Context: an optimization exercise on an open-source flow, tuned for small area and few clock cycles. The choices shown serve that exercise and are no tape-out recipe. Where RTL was checked, it was by simulation tests only, not by an equivalence proof against the original. Only the layout flow was run in runs 1 and 2; the RTL was not checked for function there. Power and IR drop assume default switching activity.

**flow/run.sh**
```bash
#!/bin/bash
# synth_recipe.tcl (not shown) runs the flow's synth.tcl, then flattens the netlist and writes it again
# the make line also repeats each setting of config.mk as NAME=value (left out here)
make -C /OpenROAD-flow-scripts/flow DESIGN_CONFIG=/design/flow/config.mk WORK_HOME=/design/flow/orfs CLKGATE_MAP_FILE= SYNTH_SCRIPT=/design/flow/synth_recipe.tcl finish
```
**flow/config.mk**
```make
export PLATFORM = sky130hd
export DESIGN_NAME = snpe
export DESIGN_NICKNAME = snpe
export VERILOG_FILES = /design/flow/design.v
export SDC_FILE = /design/flow/constraint.sdc
export NUM_CORES = 4
export LEC_CHECK = 0
export CAP_MARGIN = 20
export CORE_MARGIN = 2
export CORE_UTILIZATION = 40
export CTS_BUF_LIST = sky130_fd_sc_hd__clkbuf_4 sky130_fd_sc_hd__clkbuf_8
export SLEW_MARGIN = 20
```
**flow/constraint.sdc**
```tcl
create_clock -name core_clock -period 10.0 [get_ports {clk}]
set_input_delay 2.0000 -clock core_clock [delete_from_list [all_inputs] [get_ports {clk}]]
set_output_delay 2.0000 -clock core_clock [all_outputs]
set_load 0.01 [all_outputs]
```
**flow/design.v**
```verilog
module snpe (
    input  wire        clk,
    input  wire        rst,
    input  wire        cmd_valid,
    output wire        cmd_ready,
    input  wire [7:0]  cmd_data,
    input  wire        cmd_last,
    output wire        rsp_valid,
    input  wire        rsp_ready,
    output wire [7:0]  rsp_data,
    output wire        rsp_last,
    input  wire [31:0] now,
    input  wire [15:0] rnd
);
    localparam N_SLOTS = 5;
    localparam [15:0] CK_INIT = 16'h1021;
    localparam [3:0] C_RESET = 4'd0,  C_INIT = 4'd1,  C_BYTE = 4'd2,  C_READ = 4'd3,
                     C_GEN   = 4'd4,  C_CHK  = 4'd5,  C_REQ  = 4'd6,  C_CCHK = 4'd7,
                     C_RD    = 4'd8,  C_CNT  = 4'd9,  C_ILL  = 4'd10, C_GENB = 4'd11,
                     C_CHKB  = 4'd12;
    localparam [3:0] K_OK1  = 4'd0,  K_EOP  = 4'd1,  K_EFMT = 4'd2,  K_ELEN = 4'd3,
                     K_CRC  = 4'd4,  K_REQH = 4'd5,  K_REQN = 4'd6,  K_CKS  = 4'd7,
                     K_EFUL = 4'd8,  K_EMIS = 4'd9,  K_CHKH = 4'd10, K_RD   = 4'd11,
                     K_CNT  = 4'd12, K_EIDX = 4'd13;
    function [15:0] ck_step(input [15:0] a, input [7:0] b);
        ck_step = {a[14:0], a[15]} ^ {8'h00, b};
    endfunction
    reg [15:0] acc;
    reg [N_SLOTS-1:0] slot_valid;
    reg [15:0] slot_chal [0:N_SLOTS-1];
    reg [15:0] slot_iss  [0:N_SLOTS-1];
    reg [31:0] slot_t    [0:N_SLOTS-1];
    reg        rsp;        
    reg        pl;         
    reg [8:0]  cnt;        
    reg [3:0]  cls;        
    reg [7:0]  kh, kl;     
    reg [15:0] tacc;       
    reg [2:0]  sidx;       
    localparam [8:0] P0 = 9'h000, P1 = 9'h1FF, P2 = 9'h1FE, P3 = 9'h1FD;
    reg [8:0] cnt_dec;
    integer b;
    always @(*) begin : dec
        reg z;
        z = 1'b1;    
        for (b = 0; b < 9; b = b + 1) begin
            cnt_dec[b] = cnt[b] ^ z;
            z = z & ~cnt[b];
        end
    end
    assign cmd_ready = !rsp;
    assign rsp_valid = rsp;
    wire cmd_fire = cmd_valid && !rsp;
    wire rsp_fire = rsp && rsp_ready;
    wire [7:0] d  = cmd_data;
    wire first    = !pl && (cnt == P0);    
    reg  [2:0]  rsel;
    reg         sv;
    reg  [15:0] schal, siss;
    reg  [31:0] st;
    integer i;
    always @(*) begin
        sv = 1'b0; schal = 16'h0000; siss = 16'h0000; st = 32'h0;
        for (i = 0; i < N_SLOTS; i = i + 1)
            if (rsel == i && slot_valid[i]) begin
                sv    = 1'b1;
                schal = schal | slot_chal[i];
                siss  = siss  | slot_iss[i];
                st    = st    | slot_t[i];
            end
    end
    function is_live(input v, input [31:0] t);
        reg [10:0] bw;       
        reg [9:0]  df;
        reg [21:0] q;
        reg        ok;
        integer    b;
        begin
            bw[0] = 1'b0;
            for (b = 0; b < 10; b = b + 1) begin
                df[b]   = now[b] ^ t[b] ^ bw[b];
                bw[b+1] = (~now[b] & t[b]) | (~(now[b] ^ t[b]) & bw[b]);
            end
            q  = t[31:10] ^ now[31:10];
            ok = (q[0] == bw[10]);
            for (b = 0; b < 21; b = b + 1)
                ok = ok & (q[b+1] == (t[10+b] & ~now[10+b]));
            is_live = v && ok && !(&df[9:5] && (df[4] || df[3]));
        end
    endfunction
    reg  [1:0] lph;
    reg        lr0, lr1, lr3, lr4;
    wire       live_a = is_live(sv, st);
    wire        vb     = lph[0] ? slot_valid[4] : slot_valid[3];
    wire [31:0] tb     = lph[0] ? slot_t[4] : slot_t[3];
    wire        live_b = is_live(vb, tb);
    wire [N_SLOTS-1:0] live = {lr4, lr3, live_a, lr1, lr0};
    always @(*) begin
        case (lph)
            2'd0:    rsel = 3'd0;
            2'd1:    rsel = 3'd1;
            default: rsel = rsp ? sidx : 3'd2;
        endcase
    end
    always @(posedge clk) begin
        if (rst) begin
            lph <= 2'd0;
        end else if ((rsp_fire && rsp_last) || (!rsp && first && !cmd_valid)) begin
            lph <= 2'd0;
        end else if (lph != 2'd2) begin
            lph <= {lph[0], ~lph[0]};
        end
        if (lph == 2'd0) begin lr0 <= live_a; lr3 <= live_b; end
        if (lph == 2'd1) begin lr1 <= live_a; lr4 <= live_b; end
    end
    reg [N_SLOTS-1:0] chal_m, iss_m;
    wire [15:0] v16 = {kh, d};
    always @(*) begin
        for (i = 0; i < N_SLOTS; i = i + 1) begin
            chal_m[i] = live[i] && (slot_chal[i] == v16);
            iss_m[i]  = live[i] && (slot_iss[i] == v16);
        end
    end
    function [2:0] lowest(input [N_SLOTS-1:0] m);
        integer j;
        begin
            lowest = 3'd0;
            for (j = N_SLOTS - 1; j >= 0; j = j - 1)
                if (m[j]) lowest = j[2:0];
        end
    endfunction
    wire [N_SLOTS-1:0] free = ~live;
    wire [2:0] chal_idx = lowest(chal_m);
    wire [2:0] iss_idx  = lowest(iss_m);
    wire [2:0] free_idx = lowest(free);
    wire [2:0] live_cnt = {2'd0, live[0]} + {2'd0, live[1]} + {2'd0, live[2]} +
                          {2'd0, live[3]} + {2'd0, live[4]};
    reg [3:0] op_cls;
    always @(*) begin
        case (d)
            8'h00: op_cls = C_RESET;
            8'h10: op_cls = C_INIT;
            8'h11: op_cls = C_BYTE;
            8'h12: op_cls = C_READ;
            8'h13: op_cls = C_GEN;
            8'h14: op_cls = C_CHK;
            8'h30: op_cls = C_REQ;
            8'h31: op_cls = C_CCHK;
            8'h32: op_cls = C_RD;
            8'h33: op_cls = C_CNT;
            default: op_cls = C_ILL;
        endcase
    end
    wire [3:0]  c      = first ? op_cls : cls;
    wire        byte_op = !pl && (c == C_BYTE);
    wire [15:0] src     = pl ? tacc : (byte_op ? acc : CK_INIT);
    wire [15:0] step    = ck_step(src, d);
    wire        k_eq    = (step == {kh, kl});
    wire        big_n  = (|d[7:5]) || (&d[4:1]);             
    reg [3:0]  kind;
    reg        wr_slot, acc_init, acc_byte, acc_t, acc_n, clr_slots;
    reg [2:0]  kidx;
    always @(*) begin
        kind = K_EFMT;
        wr_slot = 1'b0; acc_init = 1'b0; acc_byte = 1'b0; acc_t = 1'b0;
        acc_n = 1'b0; clr_slots = 1'b0;
        kidx = 3'd0;
        if (pl) begin
            if (cnt == 9'd1) begin
                if (cls == C_GENB || cls == C_CHKB) begin
                    kind = K_ELEN;
                end else begin
                    acc_t = 1'b1;
                    kind = (cls == C_CHK && !k_eq) ? K_CKS : K_CRC;
                end
            end
        end else begin
            case (c)
                C_RESET: if (cnt == P0) begin kind = K_OK1; acc_init = 1'b1; clr_slots = 1'b1; end
                C_INIT:  if (cnt == P0) begin kind = K_OK1; acc_init = 1'b1; end
                C_READ:  if (cnt == P0) kind = K_CRC;
                C_CNT:   if (cnt == P0) begin kind = K_CNT; kidx = 3'd2; end
                C_BYTE:  if (cnt == P1) begin kind = K_OK1; acc_byte = 1'b1; end
                C_RD:    if (cnt == P1) begin
                             kind = (!(|d[7:3]) && !(d[2] && |d[1:0])) ? K_RD : K_EIDX;    
                             kidx = d[2:0];
                         end
                C_REQ:   if (cnt == P2) begin
                             if (|chal_m) begin
                                 kind = K_REQH; kidx = chal_idx;
                             end else if (|free) begin
                                 kind = K_REQN; kidx = free_idx; wr_slot = 1'b1;
                             end else begin
                                 kind = K_EFUL;
                             end
                         end
                C_CCHK:  if (cnt == P2) begin
                             if (|iss_m) begin kind = K_CHKH; kidx = iss_idx; end
                             else kind = K_EMIS;
                         end
                C_GEN:   if (cnt == P1 && d == 8'd0) begin kind = K_CRC; acc_n = 1'b1; end
                C_CHK:   if (cnt == P3 && d == 8'd0) begin
                             acc_n = 1'b1;
                             kind = k_eq ? K_CRC : K_CKS;
                         end
                C_ILL:   kind = K_EOP;
                default: ;
            endcase
        end
    end
    wire done = cmd_fire && cmd_last;
    always @(posedge clk) begin
        if (rst) begin
            rsp <= 1'b0;
            pl  <= 1'b0;
            cnt <= P0;
        end else if (rsp) begin
            if (rsp_ready) begin
                if (rsp_last) rsp <= 1'b0;
                else          cnt <= cnt_dec;
            end
        end else if (cmd_fire) begin
            if (cmd_last) begin
                rsp  <= 1'b1;
                pl   <= 1'b0;
                cnt  <= {5'd0, rlen_m1(kind)};
                cls  <= kind;
                sidx <= kidx;
            end else begin
                cnt <= cnt_dec;
                if (first) cls <= op_cls;
                if (pl) begin
                    tacc <= step;
                end else begin
                    if (cnt == P1) kh <= d;
                    if (cnt == P2) kl <= d;
                    if ((c == C_GEN && cnt == P1) || (c == C_CHK && cnt == P3)) begin
                        pl   <= 1'b1;
                        cnt  <= {1'b0, d};
                        tacc <= step;
                        if (big_n) cls <= (c == C_GEN) ? C_GENB : C_CHKB;
                    end
                end
            end
        end
    end
    integer k;
    always @(posedge clk) begin
        if (rst) begin
            acc <= CK_INIT;
            slot_valid <= {N_SLOTS{1'b0}};
        end else if (done) begin
            if (acc_init) acc <= CK_INIT;
            if (acc_byte || acc_t || acc_n) acc <= step;
            if (clr_slots) slot_valid <= {N_SLOTS{1'b0}};
            for (k = 0; k < N_SLOTS; k = k + 1)
                if (wr_slot && kidx == k) slot_valid[k] <= 1'b1;
        end
    end
    always @(posedge clk) begin
        for (k = 0; k < N_SLOTS; k = k + 1)
            if (done && wr_slot && kidx == k) begin
                slot_chal[k] <= v16;
                slot_iss[k]  <= rnd;
                slot_t[k]    <= now;
            end
    end
    function [3:0] rlen_m1(input [3:0] k);
        case (k)
            K_CRC, K_CKS:   rlen_m1 = 4'd2;
            K_REQH, K_REQN: rlen_m1 = 4'd4;
            K_CHKH, K_CNT:  rlen_m1 = 4'd1;
            K_RD:           rlen_m1 = 4'd10;
            default:        rlen_m1 = 4'd0;
        endcase
    endfunction
    wire [3:0] r = cnt[3:0];
    assign rsp_last = (r == 4'd0);
    reg [7:0] rdata;
    assign rsp_data = rdata;
    always @(*) begin
        rdata = 8'h00;
        case (cls)
            K_EOP, K_EFMT, K_ELEN, K_EFUL, K_EMIS, K_EIDX:
                rdata = {4'd0, cls};
            K_CRC, K_CKS:
                case (r)
                    4'd2:    rdata = (cls == K_CKS) ? 8'h07 : 8'h00;
                    4'd1:    rdata = acc[15:8];
                    default: rdata = acc[7:0];
                endcase
            K_REQH, K_REQN:
                case (r)
                    4'd3:    rdata = {7'd0, cls == K_REQN};
                    4'd2:    rdata = siss[15:8];
                    4'd1:    rdata = siss[7:0];
                    4'd0:    rdata = {5'd0, sidx};
                    default: rdata = 8'h00;
                endcase
            K_CHKH: rdata = (r == 4'd0) ? {5'd0, sidx} : 8'h00;
            K_CNT:  rdata = (r == 4'd0) ? {5'd0, live_cnt} : 8'h00;
            K_RD:
                case (r)
                    4'd9:  rdata = {7'd0, sv};
                    4'd8:  rdata = {7'd0, live_a};
                    4'd7:  rdata = schal[15:8];
                    4'd6:  rdata = schal[7:0];
                    4'd5:  rdata = siss[15:8];
                    4'd4:  rdata = siss[7:0];
                    4'd3:  rdata = st[31:24];
                    4'd2:  rdata = st[23:16];
                    4'd1:  rdata = st[15:8];
                    4'd0:  rdata = st[7:0];
                    default: rdata = 8'h00;
                endcase
            default: rdata = 8'h00;
        endcase
    end
endmodule
```
==> results of run 1 <==
## cell families after synthesis
logic type                 synth area share
adders and majority gates            0.0491
and+or+nand+nor                       0.108
muxes                                0.0212
DFF                                   0.543
xor gates and xnor gates             0.0944
AOI/OAI and AO/OA                     0.149
buffers and inverters                0.0347
## how the worst max path moves through the flow
stage / start / endpoint / slack [ns] / cells after the start
detailed placement: now[1] / rsp_data[1] / -1.20 / 28
finish: now[1] / rsp_data[1] / 0.16 / 28
global route: sidx[1] / rsp_data[1] / -0.1 / 31
floorplan: now[1] / rsp_data[1] / 0.21 / 25
CTS: now[2] / rsp_data[1] / 0.1 / 27
global placement: now[1] / rsp_data[1] / -1.12 / 28
## power groups by stage
stage          logic (mW)  clock network (mW)  registers [mW]
2_1_floorplan       0.279                   0            1.86
5_1_grt             0.488                1.60            1.84
3_3_place_gp        0.431                   0            1.87
4_1_cts             0.439                1.53            1.84
3_5_place_dp        0.434                   0            1.87
6_report            0.451                1.50            1.84
## critical path: cells and delay by family
family,cells,cell delay (ns)
AO/OA/AOI/OAI,5,0.95
XOR/XNOR,1,0.16
adder cells (fa/ha/maj),10,2.91
buffers and inverters,8,0.80
AND/OR/NAND/NOR,4,0.99
## metal layers
layer	wire [um]	vias up	global-route usage
met1	29300	8075	0.340
li1	-	7129	-
met2	31500	854	0.380
met5	45	-	0
met3	6500	136	0.0598
met4	2050	6	0.0850
## cells in the final DEF, fill, tap and decap left out, types with 9 or more instances in the layout
master           instances
nand2_1                127
a22o_1                   9
nor3_1                  24
clkbuf_4                26
a31oi_1                 14
ha_1                    55
a21o_1                  10
clkbuf_8                72
dfxtp_1                 32
nor2b_1                 10
edfxtp_1               363
nor2_1                  69
a211oi_1                10
xnor2_1                149
xor2_1                  78
mux2_2                  28
nand3_1                 46
a21oi_1                 67
a221oi_1                 9
nor4_1                  38
clkdlybuf4s50_1         64
mux2i_1                 10
inv_1                   74
clkinv_1                10
buf_4                   67
a22oi_1                 97
nand2b_1                15
nand4_1                 36
a222oi_1                62
and3_1                  12
o21ai_0                 39
a32oi_1                 10
o221ai_1                12
## registers in the layout, indices dropped and copies added, names as in the netlist, 2 cells and up
| name | cells |
|---|---|
| kh | 8 |
| acc | 16 |
| lph | 2 |
| tacc | 16 |
| slot_t | 160 |
| slot_valid | 5 |
| sidx | 3 |
| slot_iss | 80 |
| slot_chal | 80 |
| cnt | 9 |
| cls | 4 |
| kl | 8 |
## cell type report
| type | instances | area share |
|---|---|---|
| Antenna cell | 1 | 0.000101 |
| Clock buffer | 98 | 0.0480 |
| Clock inverter | 25 | 0.00735 |
| Inverter | 80 | 0.0122 |
| Multi-Input combinational cell | 1199 | 0.373 |
| Sequential cell | 397 | 0.469 |
| Tap cell | 688 | 0.0349 |
| Timing Repair Buffer | 148 | 0.0558 |
## repair_timing
action | in CTS | in global routing
resized for setup | 27 | 30
endpoints found under the setup margin | 3 | 3
cloned | 0 | 0
buffers inserted | 1 | 6
endpoints found under the hold margin | 0 | 0
pin swaps | 15 | 26
## per-stage QoR
step                      instance area (um2)  utilization  hold slack (ns)
after global routing                    24700        0.469            0.556
after detailed placement                23100        0.439            0.489
final                                   24700        0.469            0.510
after floorplan                         21300            -            0.458
after global placement                  23100        0.439            0.497
after CTS                               24500        0.466            0.498
==> implementation parameters, run 1 <==
Parameter                              Value

Die
  Die Span Y ... 235 um
  Core Rows ... 84
  Top Ports ... 72
  Core box area ... 52,700 um2
  Horizontal extent of the die ... 235 um
  Die footprint ... roughly 55,000 um2
  Initial Utilization ... 0.405

Worst setup path
  Critical Path Max Stage Delay ... 0.57 ns
  Req. time, crit path ... approximately 8.0 ns
  Worst Setup Start Kind ... primary input
  Crit-path max FO ... 2
  FF-to-FF path depth ... 32
  Worst reg2reg startpoint ... sidx[1]
  Most repeated library cell on the critical path ... fa_2
  Crit Path Category ... primary input to output pin
  Data arrival time at the worst-slack endpoint ... 7.84 ns
  Worst setup EP type ... output pin
  End of the worst register-to-register path ... slot_t[2][27]
  Crit path max-delay cell type ... or4_4
  Reg-to-reg setup timing slack ... 1.96 ns

Logic synthesis
  Number of enable flip-flop cells after synthesis ... 363
  Avg Inst Size Synth ... 12.0 um2
  Total of flip-flops plus latches after synthesis ... roughly 400
  Leading area contributor after synthesis ... edfxtp_1
  Share of the synthesized area in the top cell type ... 0.511
  Commonest register cell after synthesis ... edfxtp_1
  Dominant cells by area after synthesis ... edfxtp_1, xnor2_1, a22oi_1
  Most common cell in the synthesized netlist ... edfxtp_1
  Netlist cell types ... 102
  Warnings from Yosys ... 4
  Synthesized instance count ... 1,777
  Fraction of registers with async set/reset ... 0
  Total standard cell area after synthesis ... 21,300 um2
  Sequential share of the synthesized area ... 0.543
  Net count after synthesis ... around 1,900
  Ranking of synthesized cells by instance count ... edfxtp_1, xnor2_1, nand2_1

Final layout
  Fillers ... ~4,800
  Area taken by flip-flops and latches ... 11,600 um2
  Area growth from synthesis to layout ... 15.9%
  Non-Filler Instances ... 2,636
  Area of the multi-input gates ... 9200 um2
  Fraction of final layout cells with drive strength greater than 1 ... 0.154
  Layout Nets ... a little over 2,000

Power
  Net Switching ... 1.00 mW
  Combinational share of power ... 0.119
  Portion of total power attributed to sequential cells ... 0.485
  Total power of the final layout ... 3.80 mW
  Worst vdd rail ir drop ... 0.0844 mV
  Clock share of power ... 0.396
  Leakage dissipation ... 8.36 nW
  Power per standard cell area ... roughly 150 nW/um2
  Int Pwr ... 2.79 mW
  Switching part of the total ... 0.265

Min path
  Hold path start ... slot_valid[0]
  Worst Hold Class ... flip-flop to flip-flop
  Hold Path Cell Cnt ... 2
  Worst Hold End ... slot_valid[0]

Routing
  Total via count in the routed design ... 16,200
  Number of iterations in the first detailed-routing pass ... 9
  Residual DRC count ... 0
  Detailed router's first-iteration violation count ... 2,101
  Vias per inst ... 6.15
  Wirelength, routed ... 69.5 mm
  Antenna violation net count after detailed routing ... 0
  Routed WL per cell ... 26.4 um

Clock network
  CTS Root Cell ... clkbuf_8
  Clock-pin slew on the worst setup and hold paths ... 0.06 ns
  Sinks on the clock net ... 397
  CTS HTree Levels ... 3
  Cts bufs inserted ... 71
  Hold Buf Count CTS ... 0
  Clock tree from TritonCTS ... built
  Clock tree buffer depth ... 3
  Clock insertion delay at the later pin of the skew report ... approximately 0.68 ns

Timing
  Max-slew violation total from the final report ... 0
  Number of failing setup endpoints in the final timing report ... 0
  Post-route worst setup slack ... ~0.16 ns
  Setup repair after global routing missed its margin ... true
  Achievable frequency ... 102 MHz
  Transition at the pin with the smallest max-transition slack ... between 1 and 1.5 ns
  Fin. Hold Viols ... 0
  Max transition margin ... 0.286
  Setup TNS ... 0 ns
  Tcrit/Tclk final ... 0.984
  Setup skew after layout ... 0.0509 ns
  Shortest clock period the worst path allows after layout ... 9.84 ns

Global route
  Global-route wire length before repair ... 103 mm
  Grt ovf ... 0
  Largest net degree at the start of global routing ... 55
  Global-route usage over all layers ... 0.247
  Antenna violations before repair ... 4
  Vias in the first global route ... between 15,000 and 20,000

Run
  Max Cap Viol ... 0

Placed design
  Worst setup timing slack at the placement stage ... -1.20 ns
  Placer Congestion ... 0.932
  Placed Instances ... 2,505
  Dpl hpwl ... 47.7 mm
  Buffers on Ports ... 71

Run status
  Status ... timing/DRC/antenna clean
==> inputs of run 2 (changes only) <==
--- a/flow/config.mk
+++ b/flow/config.mk
@@ -10,3 +10,4 @@
 export CORE_UTILIZATION = 40
 export CTS_BUF_LIST = sky130_fd_sc_hd__clkbuf_4 sky130_fd_sc_hd__clkbuf_8
+export GPL_TIMING_DRIVEN = 0
 export SLEW_MARGIN = 20
==> implementation parameters, run 2 <==
Parameter                              Value

Routing
  Wirelength, routed ... 82.4 mm (+19%)
  Number of iterations in the first detailed-routing pass ... 8 (-1)
  Detailed router's first-iteration violation count ... 2,923 (+39%)
  Residual DRC count ... 0 (unchanged)
  Routed WL per cell ... 30.4 um (+15%)
  Antenna violation net count after detailed routing ... 0 (unchanged)
  Vias per inst ... 6.40 (+4.1%)
  Total via count in the routed design ... 17,344 (+7.1%)

Clock network
  Sinks on the clock net ... 397 (unchanged)
  CTS Root Cell ... clkbuf_8
  Cts bufs inserted ... 71 (unchanged)
  Clock tree buffer depth ... 3 (unchanged)
  CTS HTree Levels ... 3 (unchanged)
  Clock insertion delay at the later pin of the skew report ... 0.69 ns (about the same)
  Hold Buf Count CTS ... 0 (unchanged)
  Clock tree from TritonCTS ... built
  Clock-pin slew on the worst setup and hold paths ... 0.06 ns (about the same)

Worst setup path
  Worst Setup Start Kind ... flip-flop
  Beginning of the critical path ... sidx[1]
  Capturing element of the worst setup path ... rsp_data[1]
  Crit-path max FO ... 5 (+3)
  Crit Path Category ... flip-flop to output pin
  Most repeated library cell on the critical path ... fa_2
  End of the worst register-to-register path ... slot_iss[0][10]
  FF-to-FF path depth ... 35 (+9.4%)
  Req. time, crit path ... 8.00 ns (about the same)
  Crit path max-delay cell type ... or4_4
  Worst setup EP type ... output pin
  Data arrival time at the worst-slack endpoint ... 8.18 ns (+0.34 ns)
  Reg-to-reg setup timing slack ... 0.94 ns (-1.02 ns)
  Critical Path Max Stage Delay ... 0.47 ns (-0.10 ns)
  Worst reg2reg startpoint ... sidx[1]

Logic synthesis
  Share of the synthesized area in the top cell type ... 0.511 (unchanged)
  Commonest register cell after synthesis ... edfxtp_1
  Most common cell in the synthesized netlist ... edfxtp_1
  Sequential share of the synthesized area ... 0.543 (unchanged)
  Fraction of registers with async set/reset ... 0 (unchanged)
  Warnings from Yosys ... 4 (unchanged)
  Ranking of synthesized cells by instance count ... edfxtp_1, xnor2_1, nand2_1
  Leading area contributor after synthesis ... edfxtp_1
  Net count after synthesis ... 1,912 (unchanged)
  Netlist cell types ... 102 (unchanged)
  Total of flip-flops plus latches after synthesis ... 397 (unchanged)
  Number of enable flip-flop cells after synthesis ... 363 (unchanged)
  Dominant cells by area after synthesis ... edfxtp_1, xnor2_1, a22oi_1
  Synthesized instance count ... 1,777 (unchanged)
  Avg Inst Size Synth ... 12.0 um2 (unchanged)
  Total standard cell area after synthesis ... 21,300 um2 (unchanged)

Die
  Die Span Y ... 235 um (unchanged)
  Core Rows ... 84 (unchanged)
  Horizontal extent of the die ... 235 um (unchanged)
  Die footprint ... 55,100 um2 (unchanged)
  Core box area ... 52,700 um2 (unchanged)
  Initial Utilization ... 0.405 (unchanged)
  Top Ports ... 72 (unchanged)

Run
  Max Cap Viol ... 0 (unchanged)

Placed design
  Buffers on Ports ... 70 (-1.4%)
  Placer Congestion ... 0.972 (+4.2%)
  Dpl hpwl ... 59.2 mm (+24%)
  Post-DP Area ... 23,200 um2 (+0.60%)

Global route
  Global-route usage over all layers ... 0.288 (+0.0413)
  Antenna violations before repair ... 3 (-1)
  Global-route wire length before repair ... 117 mm (+13%)
  Grt ovf ... 0 (unchanged)
  Largest net degree at the start of global routing ... 44 (-20%)
  Vias in the first global route ... 16,680 (+5.0%)

Power
  Worst vdd rail ir drop ... 0.118 mV (+40%)
  Leakage dissipation ... 8.58 nW (+2.7%)
  Power per standard cell area ... 153 nW/um2 (-0.74%)

Run status
  Status ... complete, but fails checks
  Layout Check Fail Reasons ... negative setup slack

Final layout
  Fraction of final layout cells with drive strength greater than 1 ... 0.161 (+0.00774)
  Final design area excluding fillers ... 25,300 um2 (+2.3%)
  Number of flip-flops under the largest register name ... 160 (unchanged)
  Layout Nets ... 2,106 (+3.6%)
  Leading cell types in the layout, fill and taps excluded ... edfxtp_1, xnor2_1, nand2_1, a22oi_1, xor2_1
  Fillers ... 4,771 (-0.75%)
  Biggest register ... slot_t
  Most common cell after layout, fill and taps aside ... edfxtp_1
  Biggest regs ... slot_t: 160 flops, slot_chal: 80 flops, slot_iss: 80 flops
  Area growth from synthesis to layout ... 18.5%

Timing
  Achievable frequency ... 98.3 MHz (-3.3%)
  Transition at the pin with the smallest max-transition slack ... 1.25 ns (+0.181 ns)
  Setup skew after layout ... 0.0429 ns (-0.00807 ns)
  Fin. Hold Viols ... 0 (unchanged)
  Shortest clock period the worst path allows after layout ... 10.18 ns (+0.333 ns)
  Number of failing setup endpoints in the final timing report ... 2 (+2)
  Setup TNS ... -0.246 ns (-0.246 ns)
  Tcrit/Tclk final ... 1.02 (+0.0333)
  Max transition margin ... 0.157 (-0.128)
  Worst hold margin ... 0.516 ns (+0.00620 ns)
  Setup repair after global routing missed its margin ... true
  Post-route worst setup slack ... -0.176 ns (-0.333 ns)
  Max-slew violation total from the final report ... 0 (unchanged)

Min path
  Hold Path Cell Cnt ... 2 (unchanged)
  Worst Hold Class ... flip-flop to flip-flop
## run 2: stage by stage
step                instances  setup slack, ns  utilization  power [mW]
floorplan                1777            0.209            -        2.14
global placement         2535            -3.48        0.435        2.32
detailed placement       2551            -2.35        0.441        2.32
CTS                      2687          -0.0551        0.474        3.84
global route             2710           -0.387        0.480        3.97
finish                   2710           -0.176        0.480        3.85
## run 2: final cells by class
class                           instances  area, um2  share of cell area
Clock buffer                           97       1180              0.0467
Tap cell                              688        861              0.0341
Clock inverter                         26        203             0.00803
Sequential cell                       397      11600               0.459
Timing Repair Buffer                  124       1310              0.0517
Inverter                               80        303              0.0120
Antenna cell                            1       2.50           0.0000991
Multi-Input combinational cell       1199       9260               0.367
Buffer                                 98        556              0.0220
## run 2: cells by family (layout without fill, tap and decap cells)
logic type / after synthesis / after routing / synth area share
adder cells (fa/ha/maj): 74 / 74 / 0.0491
other: 0 / 1 / 0
multiplexers: 40 / 40 / 0.0212
flip-flops: 397 / 397 / 0.543
AND/OR/NAND/NOR: 444 / 444 / 0.108
buffers and inverters: 181 / 425 / 0.0347
AO/OA/AOI/OAI: 413 / 413 / 0.149
XOR/XNOR: 228 / 228 / 0.0944
## run 2: how the worst min path moves through the flow
stage	startpoint	end	slack [ns]
5_1_grt	slot_valid[0]	slot_valid[0]	0.55
3_3_place_gp	slot_valid[0]	slot_valid[0]	0.48
3_5_place_dp	cnt[7]	cnt[7]	0.50
4_1_cts	cnt[7]	cnt[7]	0.51
2_1_floorplan	slot_valid[0]	slot_valid[0]	0.46
6_report	slot_valid[0]	slot_valid[0]	0.52
## run 2: what timing repair did
item,CTS,global route
endpoints found under the hold margin,0,0
pin swaps,14,35
setup endpoints to repair,331,3
setup buffers,16,21
gates cloned,0,1
resized for setup,86,38
## run 2: power breakdown
group | switching [mW] | internal (mW) | total (mW) | leakage [nW]
sequential | 0.0178 | 1.82 | 1.84 | 3.55
clock | 0.723 | 0.801 | 1.52 | 0.731
combinational | 0.312 | 0.181 | 0.492 | 4.30
## run 2: worst max-delay path, delay by kind of cell (launching register included)
family          cells  cell delay (ns)
buf+inv             6             0.64
fa+ha+maj          10             3.06
xor+xnor            1             0.18
compound gates      6             1.24
simple gates        9             1.92
flops               1             0.46
## run 2: per-layer routing
layer | vias to the layer above | share of wire | GRT usage
li1 | 7273 | - | -
met1 | 8600 | 0.40 | 0.392
met2 | 1219 | 0.45 | 0.441
met3 | 250 | 0.11 | 0.0660
met4 | 2 | 0.045 | 0.124
met5 | - | 0.00011 | 0.00173
==> inputs of run 3 (changes only) <==
--- a/flow/design.v
+++ b/flow/design.v
@@ -153,8 +153,6 @@
     end
     wire [3:0]  c      = first ? op_cls : cls;
-    wire        byte_op = !pl && (c == C_BYTE);
-    wire [15:0] src     = pl ? tacc : (byte_op ? acc : CK_INIT);
-    wire [15:0] step    = ck_step(src, d);
-    wire        k_eq    = (step == {kh, kl});
+    wire [15:0] step_t = ck_step(tacc, d);
+    wire [15:0] step_n = ck_step(CK_INIT, d);
     wire        big_n  = (|d[7:5]) || (&d[4:1]);             
     reg [3:0]  kind;
@@ -172,5 +170,5 @@
                 end else begin
                     acc_t = 1'b1;
-                    kind = (cls == C_CHK && !k_eq) ? K_CKS : K_CRC;
+                    kind = (cls == C_CHK && step_t != {kh, kl}) ? K_CKS : K_CRC;
                 end
             end
@@ -202,5 +200,5 @@
                 C_CHK:   if (cnt == P3 && d == 8'd0) begin
                              acc_n = 1'b1;
-                             kind = k_eq ? K_CRC : K_CKS;
+                             kind = (step_n != {kh, kl}) ? K_CKS : K_CRC;
                          end
                 C_ILL:   kind = K_EOP;
@@ -231,5 +229,5 @@
                 if (first) cls <= op_cls;
                 if (pl) begin
-                    tacc <= step;
+                    tacc <= step_t;
                 end else begin
                     if (cnt == P1) kh <= d;
@@ -238,5 +236,5 @@
                         pl   <= 1'b1;
                         cnt  <= {1'b0, d};
-                        tacc <= step;
+                        tacc <= step_n;
                         if (big_n) cls <= (c == C_GEN) ? C_GENB : C_CHKB;
                     end
@@ -252,5 +250,7 @@
         end else if (done) begin
             if (acc_init) acc <= CK_INIT;
-            if (acc_byte || acc_t || acc_n) acc <= step;
+            if (acc_byte) acc <= ck_step(acc, d);
+            if (acc_t)    acc <= step_t;
+            if (acc_n)    acc <= step_n;
             if (clr_slots) slot_valid <= {N_SLOTS{1'b0}};
             for (k = 0; k < N_SLOTS; k = k + 1)
--- a/flow/config.mk
+++ b/flow/config.mk
@@ -9,5 +9,3 @@
 export CORE_MARGIN = 2
 export CORE_UTILIZATION = 40
-export CTS_BUF_LIST = sky130_fd_sc_hd__clkbuf_4 sky130_fd_sc_hd__clkbuf_8
-export GPL_TIMING_DRIVEN = 0
 export SLEW_MARGIN = 20
==> implementation parameters, run 3 <==
Parameter                              Value

Logic synthesis
  Share of the synthesized area in the top cell type ... 0.507 (-0.00441)
  Avg Inst Size Synth ... 11.9 um2 (-0.42%)
  Synthesized instance count ... 1,800 (+1.3%)
  Total standard cell area after synthesis ... 21,500 um2 (+0.87%)
  Warnings from Yosys ... 4 (unchanged)
  Total of flip-flops plus latches after synthesis ... 397 (unchanged)
  Dominant cells by area after synthesis ... edfxtp_1, xor2_1, xnor2_1
  Number of enable flip-flop cells after synthesis ... 363 (unchanged)
  Leading area contributor after synthesis ... edfxtp_1
  Most common cell in the synthesized netlist ... edfxtp_1
  Ranking of synthesized cells by instance count ... edfxtp_1, xor2_1, nand2_1
  Net count after synthesis ... 1,935 (+1.2%)
  Fraction of registers with async set/reset ... 0 (unchanged)
  Sequential share of the synthesized area ... 0.539 (-0.00468)
  Commonest register cell after synthesis ... edfxtp_1
  Netlist cell types ... 94 (-7.8%)

Clock network
  CTS HTree Levels ... 2 (-1)
  Post-CTS setup buffer count ... 0 (-16)
  Clock insertion delay at the later pin of the skew report ... 0.57 ns (-0.12 ns)
  Clock tree buffer depth ... 3 (unchanged)
  Clock-pin slew on the worst setup and hold paths ... 0.06 ns (about the same)
  Sinks on the clock net ... 397 (unchanged)
  Cts bufs inserted ... 44 (-38%)
  CTS Root Cell ... clkbuf_16
  Clock tree from TritonCTS ... built
  Hold Buf Count CTS ... 0 (unchanged)

Global route
  Vias in the first global route ... 15,723 (-5.7%)
  Grt ovf ... 0 (unchanged)
  Global-route wire length before repair ... 104 mm (-11%)
  Antenna violations before repair ... 2 (-1)
  Global-route usage over all layers ... 0.248 (-0.0401)
  Largest net degree at the start of global routing ... 66 (+50%)

Routing
  Routed WL per cell ... 27.1 um (-11%)
  Number of iterations in the first detailed-routing pass ... 9 (+1)
  Antenna violation net count after detailed routing ... 0 (unchanged)
  Total via count in the routed design ... 16,195 (-6.6%)
  Residual DRC count ... 0 (unchanged)
  Vias per inst ... 6.26 (-2.3%)
  Detailed router's first-iteration violation count ... 2,287 (-22%)
  Wirelength, routed ... 70.3 mm (-15%)

Power
  Leakage dissipation ... 8.29 nW (-3.4%)
  Worst vdd rail ir drop ... 0.121 mV (+2.5%)
  Net Switching ... 0.981 mW (-6.9%)
  Int Pwr ... 3.00 mW (+7.3%)
  Combinational share of power ... 0.113 (-0.015)
  Total power of the final layout ... 3.98 mW (+3.4%)
  Portion of total power attributed to sequential cells ... 0.462 (-0.015)
  Clock share of power ... 0.424 (+0.028)
  Switching part of the total ... 0.246 (-0.0272)
  Power per standard cell area ... 161 nW/um2 (+5.6%)

Die
  Top Ports ... 72 (unchanged)
  Die footprint ... 55,600 um2 (+0.85%)
  Core box area ... 52,900 um2 (+0.40%)
  Initial Utilization ... 0.407 (+0.00189)
  Core Rows ... 84 (unchanged)
  Die Span Y ... 236 um (+0.43%)
  Horizontal extent of the die ... 236 um (+0.43%)

Worst setup path
  End of the worst register-to-register path ... slot_t[2][25]
  Combined buffer and inverter count along the critical path ... 4 (-2)
  Reg-to-reg setup timing slack ... 1.65 ns (+0.71 ns)
  Critical Path Max Stage Delay ... 0.56 ns (+0.09 ns)
  Worst setup EP type ... output pin
  Most repeated library cell on the critical path ... fa_2
  Beginning of the critical path ... sidx[2]
  FF-to-FF path depth ... 30 (-14%)
  Depth of the critical timing path with buffers and inverters included ... 28 (-13%)
  Worst Setup Start Kind ... flip-flop
  Req. time, crit path ... 8.00 ns (about the same)
  Crit-path max FO ... 7 (+2)
  Data arrival time at the worst-slack endpoint ... 7.70 ns (-0.48 ns)
  Worst reg2reg startpoint ... sidx[2]
  Capturing element of the worst setup path ... rsp_data[1]
  Family with the most delay on the worst path ... adder cells
  Crit Path Category ... flip-flop to output pin
  Crit path max-delay cell type ... or4_4

Final layout
  Non-Filler Instances ... 2,589 (-4.5%)
  Layout Nets ... 2,001 (-5.0%)
  Number of flip-flops under the largest register name ... 160 (unchanged)
  Fillers ... 4,784 (+0.27%)
  Leading cell types in the layout, fill and taps excluded ... edfxtp_1, xor2_1, nand2_1, xnor2_1, nor2_1
  Biggest register ... slot_t
  Area of the multi-input gates ... 9370 um2 (+1.1%)
  Area growth from synthesis to layout ... 15.0%
  Diode count ... 0 (-1)
  Area taken by flip-flops and latches ... 11,600 um2 (about the same)
  Fraction of final layout cells with drive strength greater than 1 ... 0.113 (-0.0487)
  Biggest regs ... slot_t: 160 flops, slot_chal: 80 flops, slot_iss: 80 flops
  Most common cell after layout, fill and taps aside ... edfxtp_1

Timing
  Transition at the pin with the smallest max-transition slack ... 1.17 ns (-0.0846 ns)
  Setup repair after global routing missed its margin ... false
  Setup TNS ... 0 ns (+0.246 ns)
  Max-slew violation total from the final report ... 0 (unchanged)
  Worst hold margin ... 0.475 ns (-0.0407 ns)
  Tcrit/Tclk final ... 0.970 (-0.0479)
  Setup skew after layout ... 0.0171 ns (-0.0258 ns)
  Number of failing setup endpoints in the final timing report ... 0 (-2)
  Shortest clock period the worst path allows after layout ... 9.70 ns (-0.479 ns)
  Achievable frequency ... 103 MHz (+4.9%)
  Max transition margin ... 0.216 (+0.0581)
  Fin. Hold Viols ... 0 (unchanged)

Placed design
  Placer Congestion ... 0.946 (-2.6%)
  Placed Instances ... 2,508 (-1.7%)
  Dpl hpwl ... 48.2 mm (-18%)
  Buffers on Ports ... 71 (+1.4%)

Run status
  Status ... timing/DRC/antenna clean

Run
  Max Cap Viol ... 0 (unchanged)

Min path
  Worst Hold Class ... flip-flop to flip-flop
[run 3: changes by cell type in the layout (fill, tap and decap cells not counted), moves of 24 or more]
cell / delta
xor2_1: +58
clkbuf_4: -27
clkbuf_16: +42
clkbuf_8: -75
xnor2_1: -46
clkbuf_1: -28
buf_2: -24
[run 3: worst min path at each step]
| stage | startpoint | endpoint | slack [ns] | cells past startpoint |
|---|---|---|---|---|
| after floorplan | slot_valid[1] | slot_valid[1] | 0.43 | 2 |
| after global placement | acc[7] | acc[7] | 0.47 | 2 |
| after detailed placement | slot_valid[0] | slot_valid[0] | 0.47 | 2 |
| after CTS | slot_valid[0] | slot_valid[0] | 0.47 | 2 |
| after global routing | acc[7] | acc[7] | 0.52 | 2 |
| final | slot_valid[0] | slot_valid[0] | 0.48 | 2 |
[run 3: worst min-delay path: cells and delay by family, from the launching register on]
family	cells	cell delay (ns)
DFF	1	0.32
and+or+nand+nor	1	0.06
AOI/OAI and AO/OA	1	0.05
[run 3: area by class of cell]
| cell class | count | share of cell area |
|---|---|---|
| Clock buffer | 51 | 0.0456 |
| Clock inverter | 30 | 0.0150 |
| Inverter | 67 | 0.0102 |
| Multi-Input combinational cell | 1233 | 0.379 |
| Sequential cell | 397 | 0.468 |
| Tap cell | 688 | 0.0348 |
| Timing Repair Buffer | 123 | 0.0471 |
[run 3: metrics by stage]
step / setup WS [ns] / instance area (um2) / utilization
5_1_grt: 0.0644 / 24700 / 0.468
3_5_place_dp: -0.516 / 23200 / 0.438
6_report: 0.303 / 24700 / 0.468
4_1_cts: 0.0540 / 24700 / 0.467
2_1_floorplan: 0.542 / 21500 / -
3_3_place_gp: -0.458 / 23100 / 0.438
[run 3: timing repair]
item	4_1_cts	5_1_grt
setup endpoints to repair	3	3
pin swaps	1	13
resized for setup	13	19
[run 3: power by group through the flow]
stage / Combinational, mW / Clock [mW] / Sequential (mW)
6_report: 0.452 / 1.69 / 1.84
5_1_grt: 0.485 / 1.78 / 1.84
3_5_place_dp: 0.437 / 0 / 1.88
4_1_cts: 0.440 / 1.71 / 1.84
2_1_floorplan: 0.280 / 0 / 1.86
3_3_place_gp: 0.438 / 0 / 1.88
[run 3: layer usage]
metal	up-vias	routed length, um	track usage
met1	8080	30500	0.352
met4	2	2420	0.0859
met3	143	5940	0.0425
met2	850	31400	0.383
li1	7120	-	-
met5	-	9	0
[run 3: logic make-up (layout without fill, tap and decap cells)]
| kind of cell | after synthesis | after routing | share of synthesized area |
|---|---|---|---|
| compound gates | 368 | 368 | 0.134 |
| fa+ha+maj | 74 | 74 | 0.0487 |
| flops | 397 | 397 | 0.539 |
| buf+inv | 170 | 271 | 0.0324 |
| mux | 39 | 39 | 0.0197 |
| simple gates | 512 | 512 | 0.128 |
| xor+xnor | 240 | 240 | 0.0978 |
Testbench counts of run 3, summed over its fixed seeds: cycles 39,449.

[re-timing with driven ports]
No port has a modelled driver above. Below, the same layouts with a new extraction and two added sets of constraints. Step 1 assumes that a clkbuf_16 drives the clock port and a buf_2 every other input. Step 2 also shifts input and output timing later by t, the mid clock arrival at the registers, as if the neighbouring blocks saw the same clock. Slacks: ideal / step 1 / step 2; pairs: ideal / step 1.
run | t, ns | setup slack, ns | worst setup path at the end | slew at the worst register clock pin (ns) | worst data-port slew with drivers (ns)
run 1 | 0.709 | 0.157 / 0.107 / 0.136 | input to output | 0.07 / 0.07 | 0.11
run 2 | 0.718 | -0.176 / -0.228 / -0.178 | input to output | 0.07 / 0.07 | 0.05
run 3 | 0.623 | 0.303 / 0.244 / 0.477 | input to output | 0.06 / 0.06 | 0.05
For run 1, which loses most, drivers alone change the setup slack by -0.050 ns; drivers and shift together by -0.021 ns.
